Source: an optimization exercise on an open RTL-to-GDS flow (aim: small area, a short achievable clock period and few clock cycles). Production flows keep margins and buffers that such runs may drop.
The RTL was checked by simulation tests, not by an equivalence proof against the original design.
Power is estimated from default activity; no workload was simulated.

==> design/flow/run.sh <==
#!/bin/bash
# synth_recipe.tcl (not shown) runs the flow's synth.tcl, then flattens the netlist and writes it again
# the make line also repeats each setting of config.mk as NAME=value (left out here)
make -C /OpenROAD-flow-scripts/flow DESIGN_CONFIG=/design/flow/config.mk WORK_HOME=/design/flow/orfs CLKGATE_MAP_FILE= SYNTH_SCRIPT=/design/flow/synth_recipe.tcl finish
==> design/flow/config.mk <==
export PLATFORM = sky130hd
export DESIGN_NAME = gfrs_codec
export DESIGN_NICKNAME = gfrs_codec
export VERILOG_FILES = /design/flow/design.v
export SDC_FILE = /design/flow/constraint.sdc
export NUM_CORES = 4
export LEC_CHECK = 0
export CAP_MARGIN = 20
export CELL_PAD_IN_SITES_DETAIL_PLACEMENT = 1
export CELL_PAD_IN_SITES_GLOBAL_PLACEMENT = 2
export CORE_MARGIN = 2
export CORE_UTILIZATION = 25
export PLACE_DENSITY = 0.35
export SLEW_MARGIN = 20
==> design/flow/constraint.sdc <==
create_clock -name core_clock -period 10.0 [get_ports {clk}]
set_input_delay 2.0000 -clock core_clock [delete_from_list [all_inputs] [get_ports {clk}]]
set_output_delay 2.0000 -clock core_clock [all_outputs]
set_load 0.01 [all_outputs]
==> design/flow/design.v <==
module gf_mul (
    input  wire [7:0] a,
    input  wire [7:0] b,
    output reg  [7:0] p
);
    reg [7:0] aa;
    integer k;
    always @* begin
        p  = 8'h00;
        aa = a;
        for (k = 0; k < 8; k = k + 1) begin
            if (b[k]) p = p ^ aa;
            aa = {aa[6:0], 1'b0} ^ (aa[7] ? 8'h1d : 8'h00);
        end
    end
endmodule
module gfrs_codec (
    input  wire       clk,
    input  wire       rst,
    input  wire       cmd_valid,
    output wire       cmd_ready,
    input  wire       cmd_op,
    input  wire [7:0] cmd_dlen,
    input  wire [5:0] cmd_nsym,
    input  wire       in_valid,
    output wire       in_ready,
    input  wire [7:0] in_data,
    output wire       out_valid,
    output wire [7:0] out_data,
    output reg        done,
    output reg        err,
    output reg        szero
);
    localparam MAXSYM = 32;
    localparam [2:0] S_IDLE = 3'd0,
                     S_GEN  = 3'd1,
                     S_DIV  = 3'd2,
                     S_SYN  = 3'd3,
                     S_OUT  = 3'd4;
    reg  [2:0] state;
    reg        op;
    reg  [7:0] dlen;
    reg  [5:0] nsym;
    reg  [8:0] cnt;
    reg  [7:0] r;                       
    reg  [7:0] g [0:MAXSYM];            
    reg  [7:0] p [0:MAXSYM-1];          
    reg  [7:0] s [0:MAXSYM-1];          
    wire [8:0] ntot     = {1'b0, dlen} + {3'b000, nsym};
    wire [8:0] cmd_ntot = {1'b0, cmd_dlen} + {3'b000, cmd_nsym};
    wire       cmd_bad  = (cmd_nsym > MAXSYM) || (cmd_ntot > 9'd255);
    assign cmd_ready = (state == S_IDLE) && !done;
    assign in_ready  = (state == S_DIV) || (state == S_SYN);
    assign out_valid = (state == S_OUT) && (nsym != 6'd0);
    assign out_data  = op ? s[cnt[4:0]] : p[cnt[4:0]];
    wire       in_fire = in_valid && in_ready;
    wire [7:0] fb      = in_data ^ p[0];
    wire [7:0] apow [0:MAXSYM-1];
    assign apow[0] = 8'h01;
    genvar i;
    generate
        for (i = 1; i < MAXSYM; i = i + 1) begin : g_apow
            assign apow[i] = {apow[i-1][6:0], 1'b0} ^ (apow[i-1][7] ? 8'h1d : 8'h00);
        end
    endgenerate
    wire [7:0] gen_prod [1:MAXSYM];
    wire [7:0] div_prod [0:MAXSYM-1];
    wire [7:0] syn_prod [0:MAXSYM-1];
    generate
        for (i = 1; i <= MAXSYM; i = i + 1) begin : g_gen
            gf_mul u_mul (.a(g[i-1]), .b(r), .p(gen_prod[i]));
        end
        for (i = 0; i < MAXSYM; i = i + 1) begin : g_div
            gf_mul u_mul (.a(g[i+1]), .b(fb), .p(div_prod[i]));
        end
        for (i = 0; i < MAXSYM; i = i + 1) begin : g_syn
            gf_mul u_mul (.a(s[i]), .b(apow[i]), .p(syn_prod[i]));
        end
    endgenerate
    reg syn_zero;
    integer k;
    always @* begin
        syn_zero = 1'b1;
        for (k = 0; k < MAXSYM; k = k + 1)
            if (k < nsym && s[k] != 8'h00) syn_zero = 1'b0;
    end
    always @(posedge clk) begin
        done <= 1'b0;
        if (rst) begin
            state <= S_IDLE;
            op    <= 1'b0;
            dlen  <= 8'd0;
            nsym  <= 6'd0;
            cnt   <= 9'd0;
            r     <= 8'h01;
            err   <= 1'b0;
            szero <= 1'b0;
            for (k = 0; k <= MAXSYM; k = k + 1) g[k] <= 8'h00;
            for (k = 0; k < MAXSYM; k = k + 1) begin
                p[k] <= 8'h00;
                s[k] <= 8'h00;
            end
        end else begin
            case (state)
            S_IDLE: begin
                if (cmd_valid && cmd_ready) begin
                    op    <= cmd_op;
                    dlen  <= cmd_dlen;
                    nsym  <= cmd_nsym;
                    cnt   <= 9'd0;
                    err   <= 1'b0;
                    szero <= 1'b0;
                    if (cmd_bad) begin
                        err  <= 1'b1;
                        done <= 1'b1;
                    end else if (!cmd_op) begin
                        r    <= 8'h01;
                        g[0] <= 8'h01;
                        for (k = 1; k <= MAXSYM; k = k + 1) g[k] <= 8'h00;
                        for (k = 0; k < MAXSYM; k = k + 1) p[k] <= 8'h00;
                        if (cmd_nsym != 6'd0)      state <= S_GEN;
                        else if (cmd_dlen != 8'd0) state <= S_DIV;
                        else                       state <= S_OUT;
                    end else begin
                        for (k = 0; k < MAXSYM; k = k + 1) s[k] <= 8'h00;
                        if (cmd_ntot != 9'd0) state <= S_SYN;
                        else                  state <= S_OUT;
                    end
                end
            end
            S_GEN: begin
                for (k = 1; k <= MAXSYM; k = k + 1) g[k] <= g[k] ^ gen_prod[k];
                r   <= {r[6:0], 1'b0} ^ (r[7] ? 8'h1d : 8'h00);
                cnt <= cnt + 9'd1;
                if (cnt == {3'b000, nsym} - 9'd1) begin
                    cnt <= 9'd0;
                    state <= (dlen != 8'd0) ? S_DIV : S_OUT;
                end
            end
            S_DIV: begin
                if (in_fire) begin
                    for (k = 0; k < MAXSYM - 1; k = k + 1) p[k] <= p[k+1] ^ div_prod[k];
                    p[MAXSYM-1] <= div_prod[MAXSYM-1];
                    cnt <= cnt + 9'd1;
                    if (cnt == {1'b0, dlen} - 9'd1) begin
                        cnt   <= 9'd0;
                        state <= S_OUT;
                    end
                end
            end
            S_SYN: begin
                if (in_fire) begin
                    for (k = 0; k < MAXSYM; k = k + 1) s[k] <= syn_prod[k] ^ in_data;
                    cnt <= cnt + 9'd1;
                    if (cnt == ntot - 9'd1) begin
                        cnt   <= 9'd0;
                        state <= S_OUT;
                    end
                end
            end
            S_OUT: begin
                cnt <= cnt + 9'd1;
                if (nsym == 6'd0 || cnt == {3'b000, nsym} - 9'd1) begin
                    cnt   <= 9'd0;
                    state <= S_IDLE;
                    done  <= 1'b1;
                    szero <= op && syn_zero;
                end
            end
            default: state <= S_IDLE;
            endcase
        end
    end
endmodule
==> impl_metrics.py <==
metrics = {
    "critical_path": {
        "cp.required_ns": 8.00,
        "r2r-end": "g[18][2]",
        "crit_chain": "nand2b_1 > nor2_2 > buf_4 > a22oi_1 > nand2_1 > a221oi_1 > nand4_1 > mux4_2 > clkdlybuf4s50_1",
        "arrival_ns": 5.37,
        "r2r_slack_ns": 4.95,
        "critical_path_class": "reg2out",
        "cp_max_fo": 16,
        "critPathSlowestCell": "mux4_2",
        "max_stage_delay_ns": 0.68,
        "startpoint_type": "register",
        "crit_path_end_kind": "primary output",
        "reg2reg_from": "r[4]",
        "r2r_cells": 10,
    },
    "place": {
        "place.gp.congestion": 0.919,
        "port_buffers": 40,
        "dpl.cell_count": 20317,
        "placed_area_um2": 116000,
        "dp_hpwl_um": 537000,
    },
    "clock_network": {
        "post_cts_buffers": 0,
        "clk_pin_slew_worst_paths_ns": 0.06,
        "cts_resized": 0,
        "cts_tree": "built",
        "cts_sinks": 807,
        "cts_buffers": 144,
        "clock_latency_ns": 0.97,
        "clock_path_buffers": 4,
        "cts_hold_buf": 0,
        "htreeDepth": 4,
        "cts-root-buf": "clkbuf_16",
    },
    "pwr": {
        "p_leak_nw": 37.0,
        "vdd_drop_max_mv": 0.163,
        "powerDensity_nw_per_um2": 111,
    },
    "die": {
        "io_pins": 41,
        "rows": 243,
        "dieArea_um2": 444000,
        "initial_core_util_pct": 25.1,
        "die_height_um": 666,
        "die_w_um": 666,
        "core_area_um2": 437000,
    },
    "final_layout": {
        "layout.cells.non_filler": 20643,
        "layout-drive-gt1-share_pct": 6.62,
        "seqCellArea_um2": 16200,
        "area_growth_pct": 10.6,
        "multi_input_area_um2": 87500,
        "final_cell_area_um2": 121000,
        "nets": 14787,
        "fillCellCount": 52675,
    },
    "sta": {
        "max_freq_mhz": 136,
        "rsz0062_at_grt": "no",
        "tightest_slew_ns": 1.45,
        "slew_viol_final": 0,
        "period_share_pct": 73.7,
        "setup_viol": 0,
        "fin_skew_ns": 0.0832,
        "relSlewSlack_pct": 3.15,
        "fin_setup_tns_ns": 0,
        "hold_viol": 0,
        "fin_crit_ns": 7.37,
    },
    "yosys": {
        "ys_seq_area_share_pct": 14.7,
        "syn_area_um2": 110000,
        "yosys-top-cells-area": "xnor2_1 29%, dfxtp_1 15%, nand2_1 9.4%",
        "synth_cells": 15531,
        "avgSynthCellArea_um2": 7.06,
        "yosysTopAreaCell": "xnor2_1",
        "synth_edf_count": 0,
        "yosysTopAreaCellShare_pct": 29.3,
        "synth_top_flop_cell": "dfxtp_1",
        "async_flop_share_pct": 0,
        "ys_seq_elements": 807,
        "synth_warnings": 8,
        "syn_nets": 15611,
        "synth.distinct_cells": 86,
    },
    "route": {
        "drt_iter0_markers": 9806,
        "viasPerCell": 5.54,
        "ant_nets": 0,
        "drtPass1Iterations": 7,
        "via_count": 114335,
        "drc_errors": 0,
        "wirelength_um": 776000,
        "wl_per_cell_um": 37.6,
    },
    "hold_path": {
        "min_from": "g[23][2]",
        "holdPathEnd": "g[23][2]",
        "whs_path_depth": 2,
        "hold_path.class": "reg2reg",
    },
    "global_route": {
        "grt_max_degree": 156,
        "grt-ovfl-total": 0,
        "gr-usage-all-layers_pct": 33.8,
        "antenna_found_initial": 87,
        "grt_pass1_vias": 113612,
        "grt_pass1_wl_um": 1040000,
    },
    "run_status": {
        "outcome": "complete, no violations",
    },
    "flow_run": {
        "maxCapViolCount": 0,
    },
}
==> critical path: cells and delay by family (launching register included) <==
| family | cells | cell delay [ns] |
|---|---|---|
| buf+inv | 2 | 0.78 |
| compound gates | 2 | 1.04 |
| mux | 1 | 0.68 |
| simple gates | 4 | 1.24 |
| flops | 1 | 0.62 |
==> sequential cells by signal, indices dropped and copies added, names as in the netlist <==
register	cells
g	257
p	256
s	256
cnt	9
dlen	8
r	8
nsym	6
state	3
done	1
err	1
op	1
szero	1
==> power breakdown <==
part	internal, mW	total, mW	switching [mW]
Sequential	3.30	3.54	0.242
Combinational	0.904	4.46	3.56
Clock	3.11	5.40	2.29
Total	7.31	13.4	6.09
==> per-stage QoR <==
step	hold slack [ns]	utilization (%)	total power [mW]	setup slack, ns
floorplan	0.445	-	5.71	5.11
global placement	0.466	26.6	8.00	3.43
detailed placement	0.470	26.6	8.03	3.38
CTS	0.478	27.7	13.5	2.68
global route	0.516	27.7	13.8	2.47
finish	0.484	27.7	13.4	2.63
==> cells in the mapped netlist (all sizes together) (153+ instances only) <==
master	instances
a22o	233
xnor2	3673
nand2	2752
a21oi	832
buf	490
dfxtp	807
xor2	967
nor3	245
o21ai	752
xnor3	153
nand3	309
nor2	1336
a22oi	453
or3	196
clkbuf	1063
==> cell families after synthesis <==
group | count (synthesis) | share of synthesized area, %
muxes | 64 | 0.672
buffers and inverters | 1688 | 6.07
AOI/OAI and AO/OA | 3003 | 17.6
adders and majority gates | 53 | 0.619
xor gates and xnor gates | 4832 | 41.2
and+or+nand+nor | 5084 | 19.1
DFF | 807 | 14.7
==> worst max-delay path by stage <==
stage / start / to / slack [ns] / depth (start not counted)
finish: cnt[2] / out_data[0] / 2.63 / 9
global route: cnt[3] / out_data[4] / 2.47 / 10
CTS: cnt[2] / out_data[0] / 2.68 / 9
detailed placement: cmd_dlen[0] / p[0][2] / 3.38 / 13
global placement: cmd_dlen[0] / p[19][7] / 3.43 / 13
floorplan: cmd_dlen[0] / p[0][7] / 5.11 / 13
==> layout by cell type (no fill, tap or decap), types with 244 or more instances in the layout <==
| cell type | n |
|---|---|
| a21oi_1 | 832 |
| a22oi_1 | 453 |
| buf_4 | 511 |
| dfxtp_1 | 798 |
| nand2_1 | 2732 |
| nand3_1 | 309 |
| nor2_1 | 1288 |
| nor3_1 | 244 |
| o21ai_0 | 749 |
| xnor2_1 | 3645 |
| xor2_1 | 947 |
==> routing by layer <==
layer / vias up / wire (um) / global-route usage, %
li1: 49785 / - / -
met1: 59682 / 334000 / 42.8
met2: 3743 / 359000 / 55.6
met3: 1093 / 41000 / 4.97
met4: 32 / 42300 / 17.1
met5: - / 248 / 0
==> cell type report <==
cell class / count / area share, %
Sequential cell: 807 / 13.4
Timing Repair Buffer: 584 / 4.08
Multi-Input combinational cell: 13036 / 72.1
Clock buffer: 206 / 3.44
Inverter: 134 / 0.445
Antenna cell: 73 / 0.151
Tap cell: 5757 / 5.94
Clock inverter: 46 / 0.443
Testbench counts, summed over its fixed seeds: cycles 38,487.

## static timing again, ports no longer ideal
The flow's constraints put no driver on any port. The routed layout listed below was extracted and timed again, unchanged, in two steps.
Step 1, drivers: a clkbuf_16 drives clk and a buf_2 each remaining input, both assumed.
Step 2, shift: input delay + t, output delay - t, t = (earliest + latest rising clock arrival at the registers) / 2. This alone moves slack from input paths to output paths.
Three values: ideal ports, drivers, drivers and shift; two values: the first two.
t, ns: 1.025
setup WS [ns]: 2.632 / 2.537 / 3.312
worst hold slack (ns): 0.484 / 0.484 / 0.484
worst setup path at the end: input to register
clock arrival spread, ns: 0.086 / 0.086
After both steps setup and hold are still met in this run. For this run, drivers alone change the setup slack by -0.095 ns; drivers and shift together by +0.680 ns.
